Source: an optimization exercise on an open RTL-to-GDS flow (aim: small area, a short achievable clock period and few clock cycles). Production flows keep margins and buffers that such runs may drop. In this exercise RTL edits were held to simulation tests only and were not proved equivalent to the original. Power is estimated from default activity; no workload was simulated.

<file path="flow/run.sh">
#!/bin/bash
# The standard layout (standard.sh, the standard flow's own ORFS flow) with two changes:
# - the ports are buffered with sky130_fd_sc_hd__buf_4 instead of the cell
#   buffer_ports picks by itself (a clkdlybuf4s50_1 delay cell); every port
#   still gets its buffer and timing repair may resize it afterwards;
# - clock tree synthesis adds no dummy loads (same clustering settings as
#   config.mk's CTS_CLUSTER_SIZE / CTS_CLUSTER_DIAMETER).
set -euo pipefail
export BUFFER_PORTS_ARGS="-buffer_cell sky130_fd_sc_hd__buf_4"
export CTS_ARGS="-sink_clustering_enable -repair_clock_nets -sink_clustering_size 24 -sink_clustering_max_diameter 75 -dont_use_dummy_load"
bash standard.sh finish > standard.log 2>&1
</file>
<file path="standard.sh">
#!/bin/bash
# synth_recipe.tcl (not shown) runs the flow's synth.tcl, then flattens the netlist and writes it again
# the make line also repeats each setting of config.mk as NAME=value (left out here)
make -C /OpenROAD-flow-scripts/flow DESIGN_CONFIG=/design/flow/config.mk WORK_HOME=/design/flow/orfs CLKGATE_MAP_FILE= SYNTH_SCRIPT=/design/flow/synth_recipe.tcl "${@:-finish}"
</file>
<file path="config.mk">
export PLATFORM = sky130hd
export DESIGN_NAME = link_rx
export DESIGN_NICKNAME = link_rx
export VERILOG_FILES = /design/flow/design.v
export SDC_FILE = /design/flow/constraint.sdc
export NUM_CORES = 4
export LEC_CHECK = 0
export ABC_CLOCK_PERIOD_IN_PS = 2500
export CAP_MARGIN = 20
export CORE_MARGIN = 2
export CORE_UTILIZATION = 68
export CTS_CLUSTER_DIAMETER = 75
export CTS_CLUSTER_SIZE = 24
export PLACE_DENSITY = 0.8
export SETUP_SLACK_MARGIN = 4.8
export SLEW_MARGIN = 20
export TNS_END_PERCENT = 100
</file>
<file path="constraint.sdc">
create_clock -name core_clock -period 7.5 [get_ports {clk}]
set_input_delay 1.5000 -clock core_clock [delete_from_list [all_inputs] [get_ports {clk}]]
set_output_delay 1.5000 -clock core_clock [all_outputs]
set_load 0.01 [all_outputs]
</file>
<file path="design.v">
module link_rx (
    input  wire        clk,
    input  wire        rst,
    input  wire        in_valid,
    output wire        in_ready,
    input  wire [7:0]  in_data,
    input  wire        cmd_valid,
    output wire        cmd_ready,
    input  wire [7:0]  cmd_op,
    input  wire [7:0]  cmd_id,
    input  wire [31:0] cmd_region,
    input  wire [7:0]  cmd_size,
    output reg         rsp_valid,
    output reg         rsp_bool,
    output wire [7:0]  rsp_val,
    output wire        mem_valid,
    input  wire        mem_ready,
    output wire [31:0] mem_addr,
    output wire [7:0]  mem_data
);
    localparam [7:0] MAGIC0      = 8'h55;
    localparam [7:0] MAGIC1      = 8'hAA;
    localparam [7:0] MAX_PAYLOAD = 8'd57;
    localparam [7:0] MAX_ITEM    = 8'd56;
    localparam [7:0] OP_BIND  = 8'h01;
    localparam [7:0] OP_ISRX  = 8'h05;
    localparam [7:0] OP_CLRX  = 8'h06;
    localparam [7:0] OP_TAKE  = 8'h07;
    localparam [7:0] OP_TAKEP = 8'h08;
    localparam [2:0] R_IDLE = 3'd0;    
    localparam [2:0] R_AA   = 3'd1;    
    localparam [2:0] R_ID   = 3'd2;    
    localparam [2:0] R_LS   = 3'd3;    
    localparam [2:0] R_LEN  = 3'd4;    
    localparam [2:0] R_PAY  = 3'd5;    
    localparam [2:0] R_CLO  = 3'd6;    
    localparam [2:0] R_CHI  = 3'd7;    
    localparam [2:0] D_IDLE = 3'd0;    
    localparam [2:0] D_TYPE = 3'd1;    
    localparam [2:0] D_CHK  = 3'd2;    
    localparam [2:0] D_DATA = 3'd3;    
    localparam [2:0] C_LOOK = 3'd4;    
    localparam [2:0] C_ACT  = 3'd5;    
    localparam [2:0] C_SCAN = 3'd6;    
    localparam [2:0] C_SCN2 = 3'd7;    
    reg [7:0]  slot_used;
    reg [7:0]  slot_recv;
    reg [7:0]  slot_id     [0:7];
    reg [31:0] slot_region [0:7];
    reg [5:0]  slot_size   [0:7];
    localparam [5:0] LAST = 6'd61;     
    reg [7:0]  buf_e [0:30];
    reg [7:0]  buf_o [0:30];
    reg [5:0]  wr_ptr;          
    reg [5:0]  cm_ptr;          
    reg [5:0]  rd_ptr;          
    reg [5:0]  rp1;             
    reg        in_ready_q;
    reg        bv;              
    reg [7:0]  bd;
    reg        bd_55, bd_aa, bd_len_ok, bd_zero;    
    reg [2:0]  rs;
    reg [5:0]  rcnt;            
    reg [15:0] crc;
    reg        crc_lo_ok;       
    reg [7:0]  pend_serial;
    reg [7:0]  last_serial;
    assign in_ready = in_ready_q;
    assign rsp_val  = last_serial;
    wire take = in_valid && in_ready_q;
    reg [15:0] crc_next;
    integer    i;
    always @* begin
        crc_next = ((rs == R_LEN) ? 16'h0000 : crc) ^ {8'h00, bd};
        for (i = 0; i < 8; i = i + 1)
            crc_next = crc_next[0] ? ((crc_next >> 1) ^ 16'h8408) : (crc_next >> 1);
    end
    wire len_ok   = bd_len_ok;
    wire wr_adv   = bv && ((rs == R_LEN && len_ok) || rs == R_PAY);
    wire crc_ok   = crc_lo_ok && (bd == crc[15:8]);
    wire commit   = bv && (rs == R_CHI) && crc_ok;
    wire [5:0] cm_ptr_next = commit ? wr_ptr : cm_ptr;
    wire [5:0] occupancy   = (wr_ptr >= rd_ptr) ? wr_ptr - rd_ptr : wr_ptr + 6'd62 - rd_ptr;
    always @(posedge clk) begin
        bd        <= in_data;
        bd_55     <= (in_data == MAGIC0);
        bd_aa     <= (in_data == MAGIC1);
        bd_len_ok <= (in_data <= MAX_PAYLOAD);
        bd_zero   <= (in_data == 8'd0);
        if (wr_ptr[0]) buf_o[wr_ptr[5:1]] <= bd;
        else           buf_e[wr_ptr[5:1]] <= bd;
        if (bv && rs == R_ID)
            pend_serial <= bd;
        if (bv && (rs == R_LEN || rs == R_PAY))
            crc <= crc_next;
        if (bv && rs == R_LEN)
            rcnt <= bd[5:0];
        else if (bv && rs == R_PAY)
            rcnt <= rcnt - 6'd1;
        if (bv && rs == R_CLO)
            crc_lo_ok <= (bd == crc[7:0]);
    end
    always @(posedge clk) begin
        if (rst) begin
            bv          <= 1'b0;
            in_ready_q  <= 1'b1;
            rs          <= R_IDLE;
            wr_ptr      <= 6'd0;
            cm_ptr      <= 6'd0;
            last_serial <= 8'd0;
        end else begin
            bv         <= take;
            in_ready_q <= (occupancy <= 6'd58);
            if (wr_adv)
                wr_ptr <= (wr_ptr == LAST) ? 6'd0 : wr_ptr + 6'd1;
            if (bv) begin
                case (rs)
                    R_IDLE: if (bd_55) rs <= R_AA;
                    R_AA: begin
                        if (bd_aa)       rs <= R_ID;
                        else if (!bd_55) rs <= R_IDLE;
                    end
                    R_ID:  rs <= R_LS;
                    R_LS:  rs <= R_LEN;
                    R_LEN: begin
                        if (!len_ok)
                            rs <= R_IDLE;             
                        else if (bd_zero)
                            rs <= R_CLO;
                        else
                            rs <= R_PAY;
                    end
                    R_PAY: if (rcnt == 6'd1) rs <= R_CLO;
                    R_CLO: rs <= R_CHI;
                    default: begin                   
                        rs <= R_IDLE;
                        if (crc_ok) begin
                            cm_ptr      <= wr_ptr;
                            last_serial <= pend_serial;
                        end else begin
                            wr_ptr      <= cm_ptr;
                        end
                    end
                endcase
            end
        end
    end
    reg        cmd_ready_q;
    reg        cmd_pend;        
    reg        nr_pend;         
    reg        c_bind, c_clr, c_takep, c_size_ok;
    reg [7:0]  c_id;
    reg [31:0] c_region;
    reg [5:0]  c_size;
    reg [5:0]  c_ptr;           
    assign cmd_ready = cmd_ready_q;
    wire cmd_take = cmd_valid && cmd_ready_q;
    wire op_reg   = (cmd_op == OP_BIND) || (cmd_op == OP_ISRX) || (cmd_op == OP_CLRX) ||
                    (cmd_op == OP_TAKE) || (cmd_op == OP_TAKEP);
    always @(posedge clk) begin
        if (cmd_take) begin
            c_bind    <= (cmd_op == OP_BIND);
            c_clr     <= (cmd_op == OP_CLRX) || (cmd_op == OP_TAKE);
            c_takep   <= (cmd_op == OP_TAKEP);
            c_id      <= cmd_id;
            c_region  <= cmd_region;
            c_size    <= cmd_size[5:0];
            c_size_ok <= (cmd_size <= MAX_ITEM);
            c_ptr     <= cm_ptr_next;
        end
    end
    reg [2:0]  ds;
    reg [7:0]  hd;              
    reg [5:0]  fend;            
    reg [5:0]  prem;            
    reg [5:0]  dleft;           
    reg [7:0]  sel;             
    reg        hit;             
    reg        chk_stop;        
    reg        hd_stale;        
    reg        size_zero;       
    reg        size_one;        
    reg        do_bind, do_unbind, do_clr;
    reg        scan_eq_lo, scan_eq_hi;
    reg        mem_valid_q;
    reg [31:0] mem_addr_q;
    reg [7:0]  mem_data_q;
    assign mem_valid = mem_valid_q;
    assign mem_addr  = mem_addr_q;
    assign mem_data  = mem_data_q;
    wire ofree = !mem_valid_q || mem_ready;
    reg  [7:0]  match, lt_rem, is_zero, is_one;
    reg  [31:0] sel_region;
    reg  [5:0]  sel_size;
    integer    j;
    always @* begin
        sel_region = 32'd0;
        sel_size   = 6'd0;
        for (j = 0; j < 8; j = j + 1) begin
            match[j]   = slot_used[j] && (slot_id[j] == hd);
            lt_rem[j]  = (slot_size[j] < prem);
            is_zero[j] = (slot_size[j] == 6'd0);
            is_one[j]  = (slot_size[j] == 6'd1);
            if (sel[j]) begin
                sel_region = sel_region | slot_region[j];
                sel_size   = sel_size   | slot_size[j];
            end
        end
    end
    wire sel_recv = |(sel & slot_recv);
    wire sel_used = |(sel & slot_used);
    reg [7:0] free_oh;
    integer   k;
    always @* begin
        free_oh = 8'd0;
        for (k = 7; k >= 0; k = k - 1)
            if (!slot_used[k]) free_oh = 8'd1 << k;
    end
    wire cmd_go      = cmd_pend && (rd_ptr == c_ptr);
    wire frame_go    = (rd_ptr != cm_ptr);
    wire stop        = chk_stop;
    wire region_zero = (c_region == 32'd0);
    wire bind_ok     = c_size_ok &&
                       !((&c_region[31:6]) && ({1'b0, c_region[5:0]} + {1'b0, c_size} > 7'd64));
    wire scan_eq     = scan_eq_lo && scan_eq_hi;
    wire [7:0] tgt   = hit ? sel : free_oh;
    wire issue_first = (ds == D_CHK) && !stop && !size_zero && ofree;
    wire issue_more  = (ds == D_DATA) && ofree;
    wire issue       = issue_first || issue_more;
    wire jump = chk_stop;
    wire adv  = ((ds == D_IDLE) && !cmd_go && frame_go && !hd_stale) || (ds == D_TYPE) || issue;
    wire [4:0] e_addr = rp1[5:1];
    wire [4:0] o_addr = rd_ptr[5:1];
    wire       odd    = rd_ptr[0] ^ adv;
    wire [6:0] fend_sum = {1'b0, rd_ptr} + {1'b0, prem};
    wire [7:0] e_data = buf_e[e_addr];
    wire [7:0] o_data = buf_o[o_addr];
    wire       load_cid = (ds == D_IDLE) && cmd_go && !c_takep;
    wire last_first = (sel_size == 6'd1);
    wire last_more  = (dleft == 6'd1);
    always @(posedge clk) begin
        if (load_cid)
            hd <= c_id;
        else
            hd <= odd ? o_data : e_data;
        if (ds == D_IDLE) begin
            prem <= hd[5:0];
        end else if (ds == D_TYPE || issue) begin
            prem <= prem - 6'd1;
        end
        if (ds == D_TYPE || ds == C_LOOK) begin
            sel <= match;
            hit <= |match;
        end else if (ds == D_IDLE) begin
            sel <= 8'd1;
        end else if (ds == C_SCN2) begin
            sel <= sel << 1;
        end
        if (ds == D_TYPE) begin
            fend      <= fend_sum[6:0] > {1'b0, LAST} ? fend_sum[5:0] - 6'd62 : fend_sum[5:0];
            size_zero <= |(match & is_zero);
            size_one  <= |(match & is_one);
        end
        if (ds == C_LOOK) begin
            do_bind   <= c_bind && !region_zero && bind_ok && ((|match) || (|free_oh));
            do_unbind <= c_bind && region_zero && (|match);
            do_clr    <= c_clr && (|match);
        end
        scan_eq_lo <= sel_used && (sel_region[15:0] == c_region[15:0]);
        scan_eq_hi <= (sel_region[31:16] == c_region[31:16]);
        if (issue_first)
            dleft <= sel_size - 6'd1;
        else if (issue_more)
            dleft <= dleft - 6'd1;
        if (issue) begin
            mem_addr_q <= issue_first ? sel_region : mem_addr_q + 32'd1;
            mem_data_q <= hd;
        end
        if (ds == C_ACT && do_bind)
            for (j = 0; j < 8; j = j + 1)
                if (tgt[j]) begin
                    slot_id[j]     <= c_id;
                    slot_region[j] <= c_region;
                    slot_size[j]   <= c_size;
                end
        rsp_bool <= ((ds == C_SCN2) ? scan_eq : hit) && sel_recv;
    end
    always @(posedge clk) begin
        if (rst) begin
            ds          <= D_IDLE;
            rd_ptr      <= 6'd0;
            rp1         <= 6'd1;
            hd_stale    <= 1'b0;
            mem_valid_q <= 1'b0;
            slot_used   <= 8'd0;
            slot_recv   <= 8'd0;
            cmd_ready_q <= 1'b1;
            cmd_pend    <= 1'b0;
            nr_pend     <= 1'b0;
            rsp_valid   <= 1'b0;
            chk_stop    <= 1'b0;
        end else begin
            rsp_valid <= 1'b0;
            chk_stop  <= (ds == D_TYPE) && !((|match) && (|(match & lt_rem)));
            if (issue)
                mem_valid_q <= 1'b1;
            else if (mem_ready)
                mem_valid_q <= 1'b0;
            hd_stale <= jump;
            if (jump) begin
                rd_ptr <= fend;
                rp1    <= (fend == LAST) ? 6'd0 : fend + 6'd1;
            end else if (adv) begin
                rd_ptr <= rp1;
                rp1    <= (rp1 == LAST) ? 6'd0 : rp1 + 6'd1;
            end
            nr_pend <= cmd_take && !op_reg && (ds == C_ACT);
            if (nr_pend || (cmd_take && !op_reg && (ds != C_ACT)))
                rsp_valid <= 1'b1;
            if (cmd_take && op_reg) begin
                cmd_pend    <= 1'b1;
                cmd_ready_q <= 1'b0;
            end
            case (ds)
                D_IDLE: begin
                    if (cmd_go)
                        ds <= c_takep ? C_SCAN : C_LOOK;
                    else if (frame_go && !hd_stale && hd[5:0] != 6'd0)
                        ds <= D_TYPE;
                end
                D_TYPE: ds <= D_CHK;
                D_CHK: begin
                    if (stop) begin
                        ds <= D_IDLE;                       
                    end else if (size_zero) begin
                        slot_recv <= slot_recv | sel;
                        ds        <= (prem == 6'd0) ? D_IDLE : D_TYPE;
                    end else if (ofree) begin
                        if (size_one) begin
                            slot_recv <= slot_recv | sel;
                            ds        <= (prem == 6'd1) ? D_IDLE : D_TYPE;
                        end else begin
                            ds        <= D_DATA;
                        end
                    end
                end
                D_DATA: begin
                    if (ofree && last_more) begin
                        slot_recv <= slot_recv | sel;
                        ds        <= (prem == 6'd1) ? D_IDLE : D_TYPE;
                    end
                end
                C_LOOK: begin
                    cmd_ready_q <= 1'b1;        
                    ds          <= C_ACT;
                end
                C_ACT: begin
                    cmd_pend  <= cmd_take && op_reg;
                    rsp_valid <= 1'b1;
                    ds        <= D_IDLE;
                    if (do_bind)
                        slot_used <= slot_used | tgt;
                    if (do_unbind)
                        slot_used <= slot_used & ~sel;
                    if (do_bind)
                        slot_recv <= slot_recv & ~tgt;
                    if (do_unbind || do_clr)
                        slot_recv <= slot_recv & ~sel;
                end
                C_SCAN: ds <= C_SCN2;
                default: begin                 
                    if (scan_eq || sel[7]) begin
                        cmd_pend    <= 1'b0;
                        cmd_ready_q <= 1'b1;
                        rsp_valid   <= 1'b1;
                        ds          <= D_IDLE;
                        if (scan_eq)
                            slot_recv <= slot_recv & ~sel;
                    end else begin
                        ds <= C_SCAN;
                    end
                end
            endcase
        end
    end
endmodule
</file>
==> results of run 1 <==
## report_power, final
part / leakage, uW / internal [uW] / switching, uW
Sequential: 0.0101 / 7060 / 461
Clock: 0.000678 / 1300 / 1800
Combinational: 0.00557 / 1720 / 2310
Total: 0.0163 / 10100 / 4570
## state kept, by name, summed over array words and instances, names as in the netlist, 16 cells and up, named ones only
register	cells
mem_addr_q	32
buf_e	248
c_region	32
buf_o	248
crc	16
slot_id	64
slot_region	256
slot_size	48
## placed cells by master (no fill, tap or decap), types with 17 or more instances in the layout
cell type,count
xnor2_1,117
mux2i_1,80
ha_1,81
nor2b_1,23
buf_4,175
xor2_1,104
o21ai_0,71
nand4_1,70
a21oi_1,109
nand2_1,128
o22ai_1,24
clkbuf_16,56
dfxtp_1,66
nor2_1,194
mux4_2,114
nor4_1,22
nand3_1,52
a21o_1,17
dfxtp_2,19
inv_1,67
edfxtp_1,1023
a22oi_1,164
a211oi_1,25
nor3_1,42
buf_6,47
## layout make-up
type	count	area share, %
clock buffer	55	2.70
timing repair inverter	1	0.0147
tap	882	2.17
multi-input combinational	1677	26.4
sequential	1119	64.2
timing repair buffer	229	3.90
inverter	71	0.546
## what timing repair did
| item | 4_1_cts | 5_1_grt |
|---|---|---|
| setup buffers | 43 | 29 |
| gates resized for setup | 75 | 36 |
| gates cloned | 1 | 1 |
| endpoints found under the setup margin | 462 | 302 |
| pin swaps | 4 | 3 |
## worst min-delay path by stage
stage	start	end	slack, ns	cells past startpoint
after global placement	pend_serial[2]	last_serial[2]	0.46	2
after global routing	in_ready_q	bv	0.49	2
final	in_ready_q	bv	0.46	2
after floorplan	hd[6]	mem_data_q[6]	0.40	0
after detailed placement	in_ready_q	bv	0.45	2
after CTS	in_ready_q	bv	0.46	2
## cell families (layout without fill, tap and decap cells)
logic type	Yosys count	count (layout)	share of synthesized area, %
buffers and inverters	219	356	1.93
and+or+nand+nor	650	650	6.89
adders and majority gates	86	86	2.36
xor gates and xnor gates	223	223	4.18
DFF	1119	1119	69.8
AOI/OAI and AO/OA	508	508	7.28
muxes	210	210	7.59
## synth_stat cells, types with 17 or more instances
cell type | instances | share of area, %
inv_1 | 70 | 0.56
nand2_1 | 130 | 1.0
mux4_2 | 114 | 5.5
buf_2 | 21 | 0.22
a21o_1 | 17 | 0.27
nor3_1 | 44 | 0.47
nor2_1 | 202 | 1.6
o21ai_0 | 74 | 0.79
a211oi_1 | 25 | 0.40
nand3_1 | 52 | 0.56
xnor2_1 | 118 | 2.2
a21oi_1 | 112 | 1.2
ha_1 | 82 | 2.2
and3_1 | 17 | 0.23
a22oi_1 | 164 | 2.6
mux2i_1 | 80 | 1.7
nor2b_1 | 25 | 0.33
xor2_1 | 105 | 2.0
nand4_1 | 70 | 0.94
dfxtp_1 | 96 | 4.1
edfxtp_1 | 1023 | 66
buf_1 | 28 | 0.22
nor4_1 | 26 | 0.35
clkbuf_1 | 84 | 0.67
o22ai_1 | 24 | 0.32
## per-layer routing
layer  vias up  part of all wire, %  GRT usage [%]  wire length (um)
li1      12000                    -              -                 -
met1     13900                   37           43.1             42500
met2      1582                   49           52.9             55900
met3       273                  9.7           5.45             11100
met4         0                  4.3           13.0              4970
met5         -                    0              0                 0
## metrics by stage
step	instances	hold WS, ns
5_1_grt	4034	0.488
3_5_place_dp	3905	0.453
4_1_cts	4004	0.465
6_report	4034	0.457
3_3_place_gp	3905	0.461
2_1_floorplan	3015	0.403
==> results_dict.tcl, run 1 <==
set metrics [dict create \
    p_per_area_mw_per_mm2 288 \
    cts_hold_buf 0 \
    hold_violations 0 \
    syn_nets 3170 \
    max_freq_mhz 358 \
    synth_ff_type "edfxtp_1" \
    cap_violations 0 \
    grt_use_total_pct 32.1 \
    ff2ff_setup_slack_ns 4.76 \
    detail_route.vias_per_cell 6.87 \
    die_x_um 266 \
    drc 0 \
    gr-total-overflow 0 \
    drive_gt1_share_pct 16.0 \
    initial_core_util_pct 68.4 \
    path_class "register to primary output" \
    yosys_warnings 4 \
    n_fill_cell 4013 \
    root_buffer "clkbuf_16" \
    vias 27700 \
    routed_wl_um 114000 \
    reg2regPathDepth 5 \
    dp_hpwl_um 70500 \
    grt_setup_unrepaired "yes" \
    crit_chain "buf_6" \
    fin_nets 3309 \
    ys_async_sr_fraction_pct 0 \
    clock_sinks 1119 \
    grt_max_degree 73 \
    fin_total_pwr_uw 14600 \
    leakage_uw 0.0163 \
    status "complete, no violations" \
    syn_area_per_cell_um2 15.5 \
    drt_iter0_markers 3466 \
    die_h_um 266 \
    wl_per_cell_um 28.4 \
    final-seq-area_mm2 0.0327 \
    cts_buffers 55 \
    synth_area_mm2 0.0468 \
    crit_path_start "mem_addr_q[15]" \
    io_pins 122 \
    multi_input_area_mm2 0.0135 \
    clk_path_buf_depth 3 \
    path_depth 1 \
    crit_buf_inv 1 \
    synth.distinct_cells 74 \
    rr_startpoint "c_region[26]" \
    crit_required_ns 6.00 \
    die_area_mm2 0.0709 \
    critPathCaptureType "primary output" \
    ys_ff_latch 1119 \
    crit_fanout 5 \
    diodes 0 \
    setup_violations 0 \
    cp-start-kind "register" \
    crit_family "flip-flops" \
    ir_worst_vdd_mv 0.230 \
    grt_pass1_vias 27500 \
    ys_seq_area_share_pct 69.8 \
    clk_latency_ns 0.67 \
    final_max_slew_viol_count 0 \
    endpoint "mem_addr[15]" \
    finalSetupTns_ns 0 \
    place_ws_ns 3.95 \
    placed_area_mm2 0.0486 \
    fin_area_mm2 0.0509 \
    clkTransAtPathRegs_ns 0.09 \
    ant_nets 0 \
    fin_util_pct 74.5 \
    synth_edf_count 1023 \
    fin_worst_skew_ns 0.0804 \
    routabilityCongestion 0.957 \
    crit-reg2reg-capture "do_bind" \
    crit_slowest_cell "edfxtp_1" \
    syn_to_final_growth_pct 8.82 \
    grt_pass1_wl_um 169000 \
    port_buffers 121 \
    first_pass_iters 8 \
    worst_pin_slew_ns 1.03 \
    num_rows 96 \
    min_period_ns 2.80 \
    syn_inst 3015 \
    fin_ws_ns 4.70 \
    core-area_mm2 0.0683 \
    arrival_ns 1.30 \
    max_slew_margin_pct 30.9 \
    cts_max_level 2 \
    timing.final.crit_share_pct 37.3 \
    antenna_found_initial 2 \
    cts_tree "done" \
    max_stage_delay_ns 0.48 \
    min_path_type "register to register" \
]
Testbench counts, summed over its fixed seeds: cycles 33,236.
==> inputs of run 2 (changes only) <==
--- a/design.v
+++ b/design.v
@@ -49,7 +49,6 @@
     reg [31:0] slot_region [0:7];
     reg [5:0]  slot_size   [0:7];
-    localparam [5:0] LAST = 6'd61;     
-    reg [7:0]  buf_e [0:30];
-    reg [7:0]  buf_o [0:30];
+    reg [7:0]  buf_e [0:31];
+    reg [7:0]  buf_o [0:31];
     reg [5:0]  wr_ptr;          
     reg [5:0]  cm_ptr;          
@@ -81,5 +80,5 @@
     wire commit   = bv && (rs == R_CHI) && crc_ok;
     wire [5:0] cm_ptr_next = commit ? wr_ptr : cm_ptr;
-    wire [5:0] occupancy   = (wr_ptr >= rd_ptr) ? wr_ptr - rd_ptr : wr_ptr + 6'd62 - rd_ptr;
+    wire [5:0] occupancy   = wr_ptr - rd_ptr;
     always @(posedge clk) begin
         bd        <= in_data;
@@ -111,7 +110,7 @@
         end else begin
             bv         <= take;
-            in_ready_q <= (occupancy <= 6'd58);
+            in_ready_q <= (occupancy <= 6'd60);
             if (wr_adv)
-                wr_ptr <= (wr_ptr == LAST) ? 6'd0 : wr_ptr + 6'd1;
+                wr_ptr <= wr_ptr + 6'd1;
             if (bv) begin
                 case (rs)
@@ -233,5 +232,4 @@
     wire [4:0] o_addr = rd_ptr[5:1];
     wire       odd    = rd_ptr[0] ^ adv;
-    wire [6:0] fend_sum = {1'b0, rd_ptr} + {1'b0, prem};
     wire [7:0] e_data = buf_e[e_addr];
     wire [7:0] o_data = buf_o[o_addr];
@@ -258,5 +256,5 @@
         end
         if (ds == D_TYPE) begin
-            fend      <= fend_sum[6:0] > {1'b0, LAST} ? fend_sum[5:0] - 6'd62 : fend_sum[5:0];
+            fend      <= rd_ptr + prem;
             size_zero <= |(match & is_zero);
             size_one  <= |(match & is_one);
@@ -310,8 +308,8 @@
             if (jump) begin
                 rd_ptr <= fend;
-                rp1    <= (fend == LAST) ? 6'd0 : fend + 6'd1;
+                rp1    <= fend + 6'd1;
             end else if (adv) begin
                 rd_ptr <= rp1;
-                rp1    <= (rp1 == LAST) ? 6'd0 : rp1 + 6'd1;
+                rp1    <= rp1 + 6'd1;
             end
             nr_pend <= cmd_take && !op_reg && (ds == C_ACT);
--- a/flow/run.sh
+++ b/flow/run.sh
@@ -8,4 +8,4 @@
 set -euo pipefail
 export BUFFER_PORTS_ARGS="-buffer_cell sky130_fd_sc_hd__buf_4"
-export CTS_ARGS="-sink_clustering_enable -repair_clock_nets -sink_clustering_size 24 -sink_clustering_max_diameter 75 -dont_use_dummy_load"
+export CTS_ARGS="-sink_clustering_enable -repair_clock_nets -sink_clustering_size 26 -sink_clustering_max_diameter 85 -dont_use_dummy_load"
 bash standard.sh finish > standard.log 2>&1
==> config.mk (replaced) <==
export PLATFORM = sky130hd
export DESIGN_NAME = link_rx
export DESIGN_NICKNAME = link_rx
export VERILOG_FILES = /design/flow/design.v
export SDC_FILE = /design/flow/constraint.sdc
export NUM_CORES = 4
export LEC_CHECK = 0
export ABC_CLOCK_PERIOD_IN_PS = 2800
export CAP_MARGIN = 20
export CORE_MARGIN = 2
export CORE_UTILIZATION = 62
export CTS_CLUSTER_DIAMETER = 85
export CTS_CLUSTER_SIZE = 26
export PLACE_DENSITY = 0.75
export SETUP_SLACK_MARGIN = 4.7
export SLEW_MARGIN = 20
export TNS_END_PERCENT = 100
==> run 2 against run 1 <==
- highest routed layer unchanged
- critical endpoint is now mem_addr[6]
- die area up 9.9%
- sequential power up 2%
- first-iteration DRC count up 6.8%
- sequential share of layout area up 1.3 points
- sequential cell count up 16
- critical path type unchanged
- power down 2.1%
- largest power group unchanged
- via count up 0.57%
- global-route usage down 3.4 points
- combinational power down 8.9%
==> results_dict.tcl, run 2 <==
set metrics [dict create \
    synth_top_area_cell "edfxtp_1" \
    num_rows 100 \
    arrival_ns 1.26 \
    crit_family "flip-flops" \
    cts_tree "done" \
    ir_worst_vdd_mv 0.227 \
    wl_per_cell_um 27.3 \
    crit_chain "buf_6" \
    most-common-layout-cells "edfxtp_1, a22oi_1, nor2_1" \
    setup_violations 0 \
    die_area_mm2 0.0779 \
    syn_area_per_cell_um2 15.3 \
    comb_power_share_pct 25.6 \
    final_common_cell "edfxtp_1" \
    synthMuxAreaShare_pct 6.48 \
    routed_wl_um 113000 \
    cp-start-kind "register" \
    final_max_slew_viol_count 0 \
    worstHoldPathCells 2 \
    synth_area_mm2 0.0469 \
    max_stage_delay_ns 0.47 \
    fin_nets 3294 \
    timing.final.crit_share_pct 36.8 \
    detail_route.vias_per_cell 6.76 \
    synth_top_family_by_area "simple AND/OR/NAND/NOR gates" \
    p_int_uw 9850 \
    yosysMostFrequentCell "edfxtp_1" \
    root_buffer "clkbuf_16" \
    cap_violations 0 \
    crit_slowest_cell "edfxtp_1" \
    synth_compound_area_share_pct 7.36 \
    initial_core_util_pct 62.9 \
    cts_max_level 2 \
    ys_ff_latch 1135 \
    path_depth 1 \
    ant_nets 0 \
    worst_hold_slack_ns 0.487 \
    dp_hpwl_um 70100 \
    clock_sinks 1135 \
    fin_worst_skew_ns 0.0395 \
    syn_inst 3068 \
    syn_to_final_growth_pct 7.70 \
    hold_violations 0 \
    crit_required_ns 6.00 \
    reg2regPathDepth 6 \
    port_buffers 121 \
    leakage_uw 0.0160 \
    power.switching_uw 4490 \
    grt_use_total_pct 28.7 \
    sw_frac_of_total_pct 31.3 \
    seqPwrFrac_pct 53.4 \
    ys_seq_area_share_pct 70.6 \
    synth_edf_count 1039 \
    cts_buffers 50 \
    io_pins 122 \
    drc 0 \
    synth.distinct_cells 73 \
    grt_setup_unrepaired "yes" \
    grt_pass1_wl_um 168000 \
    grt_max_degree 75 \
    critPathCaptureType "primary output" \
    max_freq_mhz 362 \
    crit_fanout 4 \
    yosys_warnings 4 \
    max_slew_margin_pct 27.5 \
    netlist.area_leader.share_pct 66.5 \
    vias 27900 \
    status "complete, no violations" \
    clk_latency_ns 0.64 \
    ys_async_sr_fraction_pct 0 \
    synthAdderAreaFrac_pct 1.84 \
    diodes 0 \
    synth-xor-area-share_pct 4.27 \
    worst_pin_slew_ns 1.08 \
    gr-total-overflow 0 \
    routabilityCongestion 0.936 \
    min_path_type "register to register" \
    finalSetupTns_ns 0 \
    die_x_um 279 \
    clk_path_buf_depth 3 \
    crit_buf_inv 1 \
    clkTransAtPathRegs_ns 0.10 \
    grt_pass1_vias 26800 \
    core-area_mm2 0.0747 \
    clockPowerShare_pct 20.9 \
    die_h_um 279 \
    min_period_ns 2.76 \
    path_class "register to primary output" \
    cts_hold_buf 0 \
    drt_iter0_markers 3700 \
    first_pass_iters 8 \
    syn_nets 3205 \
    synth_area_leaders "edfxtp_1, dfxtp_1, a22oi_1" \
    synth_common_cells "edfxtp_1, a22oi_1, nor2_1" \
    p_per_area_mw_per_mm2 283 \
    antenna_found_initial 0 \
    synth_ff_type "edfxtp_1" \
    drive_gt1_share_pct 12.6 \
    yosys.area_share.simple_pct 7.60 \
]
## run 2: cell count changes in the layout (fill, tap and decap cells not counted), sizes merged, moves of 19 or more
| cell | delta |
|---|---|
| mux4 | -40 |
| buf | -28 |
| o21ai | -19 |
| o22ai | -23 |
| xnor2 | +24 |
| inv | -22 |
| mux2i | +46 |
| a22oi | +58 |
## run 2: layer usage
layer	routed length [um]	global-route usage, %
met1	46500	43.7
met2	52300	44.5
met3	11600	4.38
met4	2230	5.89
met5	0	0
## run 2: power by group through the flow
stage                     Combinational (uW)  Sequential [uW]  Clock, uW
final                                   3670             7660       3000
after global routing                    3950             7690       3230
after CTS                               3500             7670       3020
after floorplan                         2700             7460          0
after detailed placement                3380             7840          0
after global placement                  3290             7830          0
## run 2: worst paths after layout
| check | start | slack, ns | endpoint |
|---|---|---|---|
| worst max register to register | hd[2] | 4.81 | size_zero |
| worst min-delay path | cmd_pend | 0.49 | cmd_pend |
| worst min register to register | cmd_pend | 0.49 | cmd_pend |
| worst max-delay path | mem_addr_q[6] | 4.74 | mem_addr[6] |
## run 2: layout make-up
cell class	count	area, um2
Clock buffer	50	1250
Fill cell	4884	24100
Inverter	47	180
Multi-Input combinational cell	1721	13100
Sequential cell	1135	33200
Tap cell	969	1210
Timing Repair Buffer	200	1620
Timing Repair inverter	2	12.5
## run 2: cells by family (layout without fill, tap and decap cells)
logic type | count (synthesis) | after routing
buf+inv | 212 | 299
mux | 209 | 209
fa+ha+maj | 68 | 68
simple gates | 712 | 712
compound gates | 503 | 503
xor+xnor | 229 | 229
flops | 1135 | 1135
## run 2: timing repair
item | CTS | global route
gates resized for setup | 29 | 17
gates cloned | 2 | 0
setup endpoints to repair | 450 | 163
pin swaps | 2 | 3
buffers inserted | 18 | 28
## run 2: through the flow
step / utilization (%) / std cells / total power [uW] / area (um2) / worst slack [ns]
finish: 67.7 / 4124 / 14300 / 50600 / 4.74
global route: 67.7 / 4124 / 14900 / 50600 / 4.69
CTS: 67.3 / 4096 / 14200 / 50300 / 4.69
detailed placement: 65.3 / 4026 / 11200 / 48800 / 3.76
global placement: 65.3 / 4026 / 11100 / 48800 / 3.82
floorplan: - / 3068 / 10200 / 47100 / 4.44
Testbench counts of run 2, summed over its fixed seeds: cycles 33,236.
==> inputs of run 3 (changes only) <==
--- a/config.mk
+++ b/config.mk
@@ -6,5 +6,5 @@
 export NUM_CORES = 4
 export LEC_CHECK = 0
-export ABC_CLOCK_PERIOD_IN_PS = 2800
+export ABC_CLOCK_PERIOD_IN_PS = 2500
 export CAP_MARGIN = 20
 export CORE_MARGIN = 2
@@ -13,5 +13,5 @@
 export CTS_CLUSTER_SIZE = 26
 export PLACE_DENSITY = 0.75
-export SETUP_SLACK_MARGIN = 4.7
+export SETUP_SLACK_MARGIN = 4.8
 export SLEW_MARGIN = 20
 export TNS_END_PERCENT = 100
==> run 3 against run 2 <==
- sequential power is essentially flat
- clock power is essentially flat
- sequential cell count is the same
- non-clock buffer count grew 28
- global-route usage grew 0.13 points
- critical path type unchanged
- hold slack lost 0.0054 ns
- sequential share of layout area shrank 0.59 points
==> results_dict.tcl, run 3 <==
set metrics [dict create \
    drc 0 \
    status "complete, no violations" \
    ys_async_sr_fraction_pct 0 \
    worst_hold_slack_ns 0.481 \
    final_common_cell "edfxtp_1" \
    finalSetupTns_ns 0 \
    cts_max_level 2 \
    hold_violations 0 \
    min_path_type "register to register" \
    grt_setup_unrepaired "yes" \
    max_slew_margin_pct 23.8 \
    yosysMostFrequentCell "edfxtp_1" \
    clk_latency_ns 0.64 \
    cts_buffers 51 \
    syn_nets 3205 \
    initial_core_util_pct 62.9 \
    first_pass_iters 6 \
    synth.distinct_cells 73 \
    clkTransAtPathRegs_ns 0.10 \
    most-common-layout-cells "edfxtp_1, a22oi_1, nor2_1" \
    cp-start-kind "register" \
    syn_inst 3068 \
    synth_ff_type "edfxtp_1" \
    ant_nets 0 \
    synth_top_area_cell "edfxtp_1" \
    grt_pass1_wl_um 168000 \
    antenna_found_initial 2 \
    crit_fanout 2 \
    ys_seq_area_share_pct 70.6 \
    p_int_uw 9950 \
    rr_startpoint "wr_ptr[3]" \
    cts_tree "done" \
    setup_violations 0 \
    clockPowerShare_pct 20.8 \
    crit_required_ns 6.00 \
    diodes 0 \
    sw_frac_of_total_pct 31.0 \
    num_rows 100 \
    synth_area_leaders "edfxtp_1, dfxtp_1, a22oi_1" \
    port_buffers 121 \
    clock_sinks 1135 \
    fin_area_mm2 0.0511 \
    max_freq_mhz 364 \
    clk_path_buf_depth 3 \
    grt_use_total_pct 28.8 \
    globalRouteMet3Util_pct 3.41 \
    reg2regPathDepth 2 \
    dp_hpwl_um 69400 \
    synth_top_family_by_area "simple AND/OR/NAND/NOR gates" \
    syn_to_final_growth_pct 8.78 \
    worstHoldPathCells 2 \
    detail_route.vias_per_cell 6.60 \
    yosys.area_share.simple_pct 7.60 \
    timing.final.crit_share_pct 36.6 \
    drive_gt1_share_pct 14.0 \
    max_stage_delay_ns 0.45 \
    p_per_area_mw_per_mm2 282 \
    syn_area_per_cell_um2 15.3 \
    routed_wl_um 113000 \
    min_period_ns 2.75 \
    core-area_mm2 0.0747 \
    hold_start "rp1[1]" \
    use_met1_pct 39.9 \
    root_buffer "clkbuf_16" \
    ir_worst_vdd_mv 0.208 \
    die_area_mm2 0.0779 \
    cts_hold_buf 0 \
    final_max_slew_viol_count 0 \
    fin_worst_skew_ns 0.0619 \
    wl_per_cell_um 27.2 \
    synthMuxAreaShare_pct 6.48 \
    gr-total-overflow 0 \
    crit_slowest_cell "edfxtp_1" \
    vias 27400 \
    grt_pass1_vias 27300 \
    crit-reg2reg-capture "buf_o[23][0]" \
    path_class "register to primary output" \
    crit_buf_inv 1 \
    crit_family "flip-flops" \
    comb_power_share_pct 26.3 \
    die_h_um 279 \
    io_pins 122 \
    critPathCaptureType "primary output" \
    synth_edf_count 1039 \
    synthAdderAreaFrac_pct 1.84 \
    yosys_warnings 4 \
    synth-xor-area-share_pct 4.27 \
    leakage_uw 0.0162 \
    synth_compound_area_share_pct 7.36 \
    ff2ff_setup_slack_ns 4.77 \
    placed_area_mm2 0.0488 \
    die_x_um 279 \
    grt.busiest_layer "met2" \
    power.switching_uw 4470 \
    fin_util_pct 68.4 \
    fin_nets 3322 \
    drt_iter0_markers 3545 \
    grt_max_degree 75 \
    netlist.area_leader.share_pct 66.5 \
    cap_violations 0 \
    synth_area_mm2 0.0469 \
    worst_pin_slew_ns 1.13 \
    crit_chain "buf_6" \
    seqPwrFrac_pct 52.9 \
    arrival_ns 1.25 \
    synth_common_cells "edfxtp_1, a22oi_1, nor2_1" \
    grtUsageMet2_pct 48.1 \
    crit_path_start "mem_addr_q[17]" \
    fin_total_pwr_uw 14400 \
    ys_ff_latch 1135 \
    routabilityCongestion 0.910 \
]
-- run 3: cell types whose count changed in the layout (fill, tap and decap cells not counted), sizes merged --
cell      change
clkinvlp      +3
inv           -4
buf          +29
-- run 3: final cells by class --
| cell class | instances | area (um2) |
|---|---|---|
| Fill cell | 4873 | 23600 |
| Clock buffer | 51 | 1280 |
| Tap cell | 969 | 1210 |
| Timing Repair Buffer | 228 | 2020 |
| Multi-Input combinational cell | 1721 | 13200 |
| Timing Repair inverter | 1 | 7.51 |
| Sequential cell | 1135 | 33200 |
| Inverter | 47 | 195 |
-- run 3: worst max path at each step --
stage	endpoint	slack [ns]	cells after the start
3_3_place_gp	register	3.76	8
3_5_place_dp	rp1[4]	3.71	8
5_1_grt	mem_addr[17]	4.71	1
4_1_cts	mem_addr[17]	4.71	1
6_report	mem_addr[17]	4.75	1
2_1_floorplan	slot_id[1][0]	4.44	6
-- run 3: power by group through the flow --
stage | clock [uW] | combinational, uW | sequential, uW
after floorplan | 0 | 2720 | 7460
after global placement | 0 | 3340 | 7790
after detailed placement | 0 | 3440 | 7800
after CTS | 3040 | 3690 | 7620
after global routing | 3220 | 4080 | 7660
final | 3000 | 3790 | 7630
-- run 3: repair_timing --
| action | 4_1_cts | 5_1_grt |
|---|---|---|
| setup buffers | 50 | 22 |
| setup endpoints to repair | 489 | 259 |
| gates cloned | 1 | 0 |
| gates resized for setup | 74 | 43 |
| pin swaps | 6 | 0 |
-- run 3: metrics by stage --
stage,std cells,setup slack (ns)
after floorplan,3068,4.44
final,4152,4.75
after CTS,4130,4.71
after detailed placement,4028,3.71
after global placement,4028,3.76
after global routing,4152,4.71
-- run 3: layer usage --
metal / routed length [um] / share of wire (%) / up-vias
li1: - / - / 12100
met3: 9120 / 8.1 / 171
met1: 44500 / 39 / 13800
met2: 55500 / 49 / 1386
met5: 9 / 0.0080 / -
met4: 3660 / 3.2 / 2
-- run 3: cell families after synthesis --
group / Yosys count
compound gates: 503
xor+xnor: 229
fa+ha+maj: 68
buf+inv: 212
flops: 1135
mux: 209
simple gates: 712
==> inputs of run 4 (changes only) <==
--- a/config.mk
+++ b/config.mk
@@ -6,5 +6,5 @@
 export NUM_CORES = 4
 export LEC_CHECK = 0
-export ABC_CLOCK_PERIOD_IN_PS = 2500
+export ABC_CLOCK_PERIOD_IN_PS = 2800
 export CAP_MARGIN = 20
 export CORE_MARGIN = 2
@@ -13,5 +13,5 @@
 export CTS_CLUSTER_SIZE = 26
 export PLACE_DENSITY = 0.75
-export SETUP_SLACK_MARGIN = 4.8
+export SETUP_SLACK_MARGIN = 4.65
 export SLEW_MARGIN = 20
 export TNS_END_PERCENT = 100
==> run 4 against run 3 <==
- still clean on timing, DRC and antenna
- cell area is 1.2% lower
- clock power about the same
- maximum frequency is 3.5% lower
- via count shrank 0.61%
- worst setup slack worse by 0.10 ns
- register-to-register slack got worse by 0.12 ns
- die area did not move
- count of clock-buffer cells in the layout fell by 1
- critical path type is now register to register
- critical endpoint is now scan_eq_hi
- largest cell class unchanged
- largest power group unchanged
==> results_dict.tcl, run 4 <==
set metrics [dict create \
    cp-start-kind "register" \
    path_class "register to register" \
    syn_area_per_cell_um2 15.3 \
    fin_nets 3281 \
    status "complete, no violations" \
    ys_ff_latch 1135 \
    setup_violations 0 \
    reg2regPathDepth 7 \
    cts_tree "done" \
    routed_wl_um 113000 \
    drc 0 \
    ir_worst_vdd_mv 0.225 \
    wl_met3_um 9440 \
    crit_required_ns 7.93 \
    seqPwrFrac_pct 53.3 \
    timing.final.crit_share_pct 38.0 \
    fin_ws_ns 4.65 \
    diodes 0 \
    ys_seq_area_share_pct 70.6 \
    synth_top_area_cell "edfxtp_1" \
    max_freq_mhz 351 \
    leakage_uw 0.0159 \
    clock_sinks 1135 \
    gr-total-overflow 0 \
    place_ws_ns 3.68 \
    crit_fanout 40 \
    io_pins 122 \
    netlist.area_leader.share_pct 66.5 \
    synth_common_cells "edfxtp_1, a22oi_1, nor2_1" \
    detail_route.vias_per_cell 6.62 \
    syn_inst 3068 \
    finalSetupTns_ns 0 \
    max_slew_margin_pct 16.6 \
    grt_use_total_pct 28.9 \
    worst_pin_slew_ns 1.24 \
    grt_pass1_wl_um 168000 \
    drt_iter0_markers 3120 \
    num_rows 100 \
    p_per_area_mw_per_mm2 284 \
    core-area_mm2 0.0747 \
    synth_area_leaders "edfxtp_1, dfxtp_1, a22oi_1" \
    fin_util_pct 67.6 \
    synth_edf_count 1039 \
    ant_nets 0 \
    cap_violations 0 \
    fin_worst_skew_ns 0.0588 \
    most-common-layout-cells "edfxtp_1, a22oi_1, nor2_1" \
    cts_max_level 2 \
    worstHoldPathCells 2 \
    antenna_found_initial 0 \
    vias 27200 \
    clkTransAtPathRegs_ns 0.11 \
    power.switching_uw 4460 \
    yosysMostFrequentCell "edfxtp_1" \
    wl_per_cell_um 27.5 \
    cts_hold_buf 0 \
    synth_ff_type "edfxtp_1" \
    grt_pass1_vias 27100 \
    arrival_ns 3.28 \
    wl_met1_um 44800 \
    synth_area_mm2 0.0469 \
    critPathCaptureType "register" \
    die_area_mm2 0.0779 \
    clockPowerShare_pct 20.9 \
    hold_violations 0 \
    grt_setup_unrepaired "no" \
    wl_met2_um 54500 \
    initial_core_util_pct 62.9 \
    grt_max_degree 75 \
    final_max_slew_viol_count 0 \
    drive_gt1_share_pct 12.4 \
    final_common_cell "edfxtp_1" \
    min_path_type "register to register" \
    top_layer "met4" \
    min_period_ns 2.85 \
    yosys_warnings 4 \
    sw_frac_of_total_pct 31.1 \
    p_int_uw 9860 \
    first_pass_iters 6 \
    comb_power_share_pct 25.8 \
    die_h_um 279 \
    routabilityCongestion 0.920 \
    cts_buffers 50 \
    port_buffers 121 \
    ff2ff_setup_slack_ns 4.65 \
    ys_async_sr_fraction_pct 0 \
    die_x_um 279 \
    synth.distinct_cells 73 \
    clk_path_buf_depth 3 \
    root_buffer "clkbuf_16" \
    syn_to_final_growth_pct 7.49 \
    clk_latency_ns 0.64 \
    syn_nets 3205 \
    dp_hpwl_um 70500 \
    crit-reg2reg-capture "scan_eq_hi" \
    rr_startpoint "sel[2]" \
    hold_start "rp1[1]" \
]
==> run 4: cell type report <==
class | instances | area (um2)
Clock buffer | 50 | 1250
Tap cell | 969 | 1210
Timing Repair Buffer | 187 | 1510
Inverter | 47 | 184
Multi-Input combinational cell | 1722 | 13100
Timing Repair inverter | 1 | 7.51
Sequential cell | 1135 | 33200
Fill cell | 4973 | 24200
==> run 4: repair_timing <==
| item | 4_1_cts | 5_1_grt |
|---|---|---|
| cloned | 2 | 0 |
| buffers inserted | 12 | 17 |
| resized for setup | 20 | 20 |
| setup endpoints to repair | 378 | 113 |
| pin swaps | 8 | 1 |
==> run 4: worst max-delay path, stage by stage, from the launching register on <==
cell and delay (ns):
edfxtp_1 0.54, buf_4 0.39, a22o_1 0.29, a221oi_1 0.20, and3_1 0.26, xor2_1 0.19
nand4_1 0.16, nor4_2 0.61
==> run 4: cell families after synthesis <==
| logic type | Yosys count | share of synthesized area, % |
|---|---|---|
| AOI/OAI and AO/OA | 503 | 7.36 |
| xor gates and xnor gates | 229 | 4.27 |
| adders and majority gates | 68 | 1.84 |
| buffers and inverters | 212 | 1.89 |
| DFF | 1135 | 70.6 |
| muxes | 209 | 6.48 |
| and+or+nand+nor | 712 | 7.60 |
==> run 4: stage by stage <==
step	cells	total power, uW	instance area (um2)	hold slack [ns]
final	4111	14300	50500	0.471
after global routing	4111	14900	50500	0.499
after CTS	4094	14200	50300	0.475
after detailed placement	4030	11300	48800	0.465
after global placement	4030	11200	48800	0.451
after floorplan	3068	10200	47100	0.403
==> run 4: per-layer routing <==
layer	vias to the layer above	GRT usage, %
met1	13700	39.9
met4	0	9.79
li1	12000	-
met2	1346	47.5
met3	219	4.67
met5	-	0
==> run 4: how the worst max path moves through the flow <==
stage                               end  cells past startpoint  slack [ns]           start
after floorplan           slot_id[1][0]                      6        4.44           ds[2]
after global placement         register                      8        3.77       mem_ready
after detailed placement         rp1[2]                      8        3.68       mem_ready
after CTS                   mem_addr[5]                      1        4.65   mem_addr_q[5]
after global routing       mem_addr[21]                      1        4.65  mem_addr_q[21]
final                        scan_eq_hi                      7        4.65          sel[2]
==> run 4: power by group through the flow <==
| stage | combinational, uW | sequential (uW) | clock, uW |
|---|---|---|---|
| after global placement | 3380 | 7800 | 0 |
| after detailed placement | 3470 | 7800 | 0 |
| after CTS | 3580 | 7640 | 3010 |
| after global routing | 3990 | 7660 | 3210 |
| final | 3700 | 7630 | 2990 |
| after floorplan | 2740 | 7460 | 0 |
==> inputs of run 5 (changes only) <==
==> config.mk (replaced) <==
export PLATFORM = sky130hd
export DESIGN_NAME = link_rx
export DESIGN_NICKNAME = link_rx
export VERILOG_FILES = /design/flow/design.v
export SDC_FILE = /design/flow/constraint.sdc
export NUM_CORES = 4
export LEC_CHECK = 0
export ABC_CLOCK_PERIOD_IN_PS = 2650
export CAP_MARGIN = 20
export CORE_MARGIN = 2
export CORE_UTILIZATION = 58
export CTS_CLUSTER_DIAMETER = 85
export CTS_CLUSTER_SIZE = 26
export PLACE_DENSITY = 0.72
export SETUP_SLACK_MARGIN = 4.75
export SLEW_MARGIN = 20
export TNS_END_PERCENT = 100
==> run 5 against run 4 <==
- routed wire length up 1.7%
- power up 0.48%
- synthesized area unchanged
- die area increased by 6.8%
- clock power hardly changed
- sequential share of layout area is 0.74 points lower
- utilization is 4.0 points lower
- largest power group unchanged
==> results_dict.tcl, run 5 <==
set metrics [dict create \
    n_fill_cell 5679 \
    sw_frac_of_total_pct 31.3 \
    p_per_area_mw_per_mm2 282 \
    cts_buffers 50 \
    antenna_found_initial 0 \
    core-area_mm2 0.0803 \
    initial_core_util_pct 58.5 \
    worst_pin_slew_ns 1.12 \
    first_pass_iters 7 \
    synth.distinct_cells 73 \
    crit_slowest_cell "edfxtp_1" \
    syn_inst 3068 \
    synth_edf_count 1039 \
    status "complete, no violations" \
    die_x_um 289 \
    yosys_warnings 4 \
    ys_async_sr_fraction_pct 0 \
    drt_iter0_markers 3311 \
    yosysMostFrequentCell "edfxtp_1" \
    finalSetupTns_ns 0 \
    syn_to_final_growth_pct 8.71 \
    wl_per_cell_um 27.1 \
    clockPowerShare_pct 20.9 \
    routabilityCongestion 0.911 \
    num_rows 104 \
    max_slew_margin_pct 25.0 \
    ys_seq_area_share_pct 70.6 \
    cap_violations 0 \
    clk_latency_ns 0.65 \
    seqPwrFrac_pct 53.1 \
    min_path_type "register to register" \
    ir_worst_vdd_mv 0.288 \
    crit_required_ns 6.00 \
    worst_hold_slack_ns 0.495 \
    dp_hpwl_um 71100 \
    max_stage_delay_ns 0.51 \
    grt_pass1_vias 27300 \
    grt_use_total_pct 27.5 \
    hold_violations 0 \
    ys_ff_latch 1135 \
    die_h_um 289 \
    leakage_uw 0.0161 \
    synth_area_leaders "edfxtp_1, dfxtp_1, a22oi_1" \
    timing.final.crit_share_pct 37.8 \
    final_max_slew_viol_count 0 \
    max_freq_mhz 353 \
    setup_violations 0 \
    detail_route.vias_per_cell 6.52 \
    diodes 0 \
    ant_nets 0 \
    grt_pass1_wl_um 171000 \
    io_pins 122 \
    comb_power_share_pct 26.0 \
    root_buffer "clkbuf_16" \
    crit_buf_inv 1 \
    drive_gt1_share_pct 13.6 \
    clock_sinks 1135 \
    clkTransAtPathRegs_ns 0.10 \
    synth_area_mm2 0.0469 \
    cts_max_level 2 \
    netlist.area_leader.share_pct 66.5 \
    p_int_uw 9890 \
    power.switching_uw 4500 \
    die_area_mm2 0.0832 \
    crit_chain "buf_6" \
    synth_common_cells "edfxtp_1, a22oi_1, nor2_1" \
    crit_family "flip-flops" \
    path_class "register to primary output" \
    gr-total-overflow 0 \
    fin_nets 3318 \
    most-common-layout-cells "edfxtp_1, a22oi_1, nor2_1" \
    arrival_ns 1.33 \
    grt_max_degree 75 \
    grt_setup_unrepaired "yes" \
    cts_hold_buf 0 \
    routed_wl_um 115000 \
    final_common_cell "edfxtp_1" \
    critPathCaptureType "primary output" \
    vias 27700 \
    port_buffers 121 \
    synth_ff_type "edfxtp_1" \
    fin_worst_skew_ns 0.0748 \
    syn_nets 3205 \
    min_period_ns 2.83 \
    cp-start-kind "register" \
    synth_top_area_cell "edfxtp_1" \
    syn_area_per_cell_um2 15.3 \
    drc 0 \
    cts_tree "done" \
    clk_path_buf_depth 3 \
    crit_fanout 2 \
]
==> run 5: cell counts after synthesis <==
No cell type changed its count.
==> run 5: cell type report <==
class,instances,area (um2),share of cell area (%)
clock buffer,50,1250,2.45
inverter,47,184,0.360
multi-input combinational,1722,13200,25.8
sequential,1135,33200,65.0
tap,1060,1330,2.60
timing repair buffer,225,1930,3.78
==> run 5: layer usage <==
metal / global-route usage, % / up-vias / share of wire, %
li1: - / 12100 / -
met1: 38.6 / 14100 / 40
met2: 45.8 / 1324 / 49
met3: 3.25 / 175 / 7.4
met4: 8.19 / 0 / 3.0
met5: 0 / - / 0
==> run 5: logic make-up (layout without fill, tap and decap cells) <==
group,after synthesis,in the layout,synth area share (%)
buf+inv,212,322,1.89
compound gates,503,504,7.36
xor+xnor,229,229,4.27
simple gates,712,712,7.60
flops,1135,1135,70.6
fa+ha+maj,68,68,1.84
mux,209,209,6.48
==> run 5: final timing paths <==
path                   from             end  slack, ns  depth (start not counted)
max           mem_addr_q[1]     mem_addr[1]       4.67                          1
max reg2reg        register           hd[2]       4.78                          6
min          pend_serial[2]  last_serial[2]       0.49                          2
min reg2reg  pend_serial[2]  last_serial[2]       0.49                          2
==> run 5: power by group through the flow <==
stage               clock network, uW  registers [uW]  logic [uW]
floorplan                           0            7460        2710
global placement                    0            7840        3350
detailed placement                  0            7830        3430
CTS                              3040            7640        3640
global route                     3240            7670        4020
finish                           3010            7640        3730
==> run 5: stage by stage <==
| step | util, % | cell area, um2 | std cells | setup slack (ns) | total power [uW] |
|---|---|---|---|---|---|
| after floorplan | - | 47100 | 3068 | 4.44 | 10200 |
| after global placement | 60.9 | 48900 | 4120 | 3.77 | 11200 |
| after detailed placement | 60.9 | 48900 | 4120 | 3.71 | 11300 |
| after CTS | 63.2 | 50700 | 4215 | 4.65 | 14300 |
| after global routing | 63.6 | 51000 | 4239 | 4.65 | 14900 |
| final | 63.6 | 51000 | 4239 | 4.67 | 14400 |
==> run 5: worst reg2reg max path: stages, from the launching register on <==
cell      delay, ns
dfxtp_4        0.58
buf_12         0.30
mux4_2         0.41
a22oi_1        0.41
nand4_1        0.38
a221oi_1       0.42
o21ai_1        0.11
==> run 5: repair_timing <==
| item | 4_1_cts | 5_1_grt |
|---|---|---|
| gates resized for setup | 52 | 27 |
| cloned | 1 | 0 |
| setup buffers | 44 | 24 |
| endpoints found under the setup margin | 460 | 235 |
| pin swaps | 5 | 4 |

-- re-timing with driven ports --
The flow's constraints put no driver on any port. The routed layouts listed below were extracted and timed again, unchanged, in two steps.
Step 1: set_driving_cell puts a clkbuf_16 on clk and a buf_2 on each other input, an assumption about the parent block.
Step 2, shift: input delay + t, output delay - t, t = (earliest + latest rising clock arrival at the registers) / 2. This alone moves slack from input paths to output paths.
Three values: ideal, step 1, step 2; two values: the first two.
| run | shift t [ns] | setup WS [ns] | clock arrival spread, ns |
|---|---|---|---|
| run 1 | 0.691 | 4.704 / 4.639 / 4.257 | 0.082 / 0.081 |
| run 2 | 0.688 | 4.739 / 4.672 / 4.220 | 0.042 / 0.042 |
| run 3 | 0.671 | 4.752 / 4.690 / 4.210 | 0.068 / 0.068 |
| run 4 | 0.682 | 4.652 / 4.627 / 4.177 | 0.069 / 0.069 |
| run 5 | 0.683 | 4.665 / 4.596 / 4.211 | 0.078 / 0.078 |
After both steps every run listed still meets setup and hold. For run 3, which loses most, drivers alone change the setup slack by -0.062 ns; drivers and shift together by -0.542 ns.
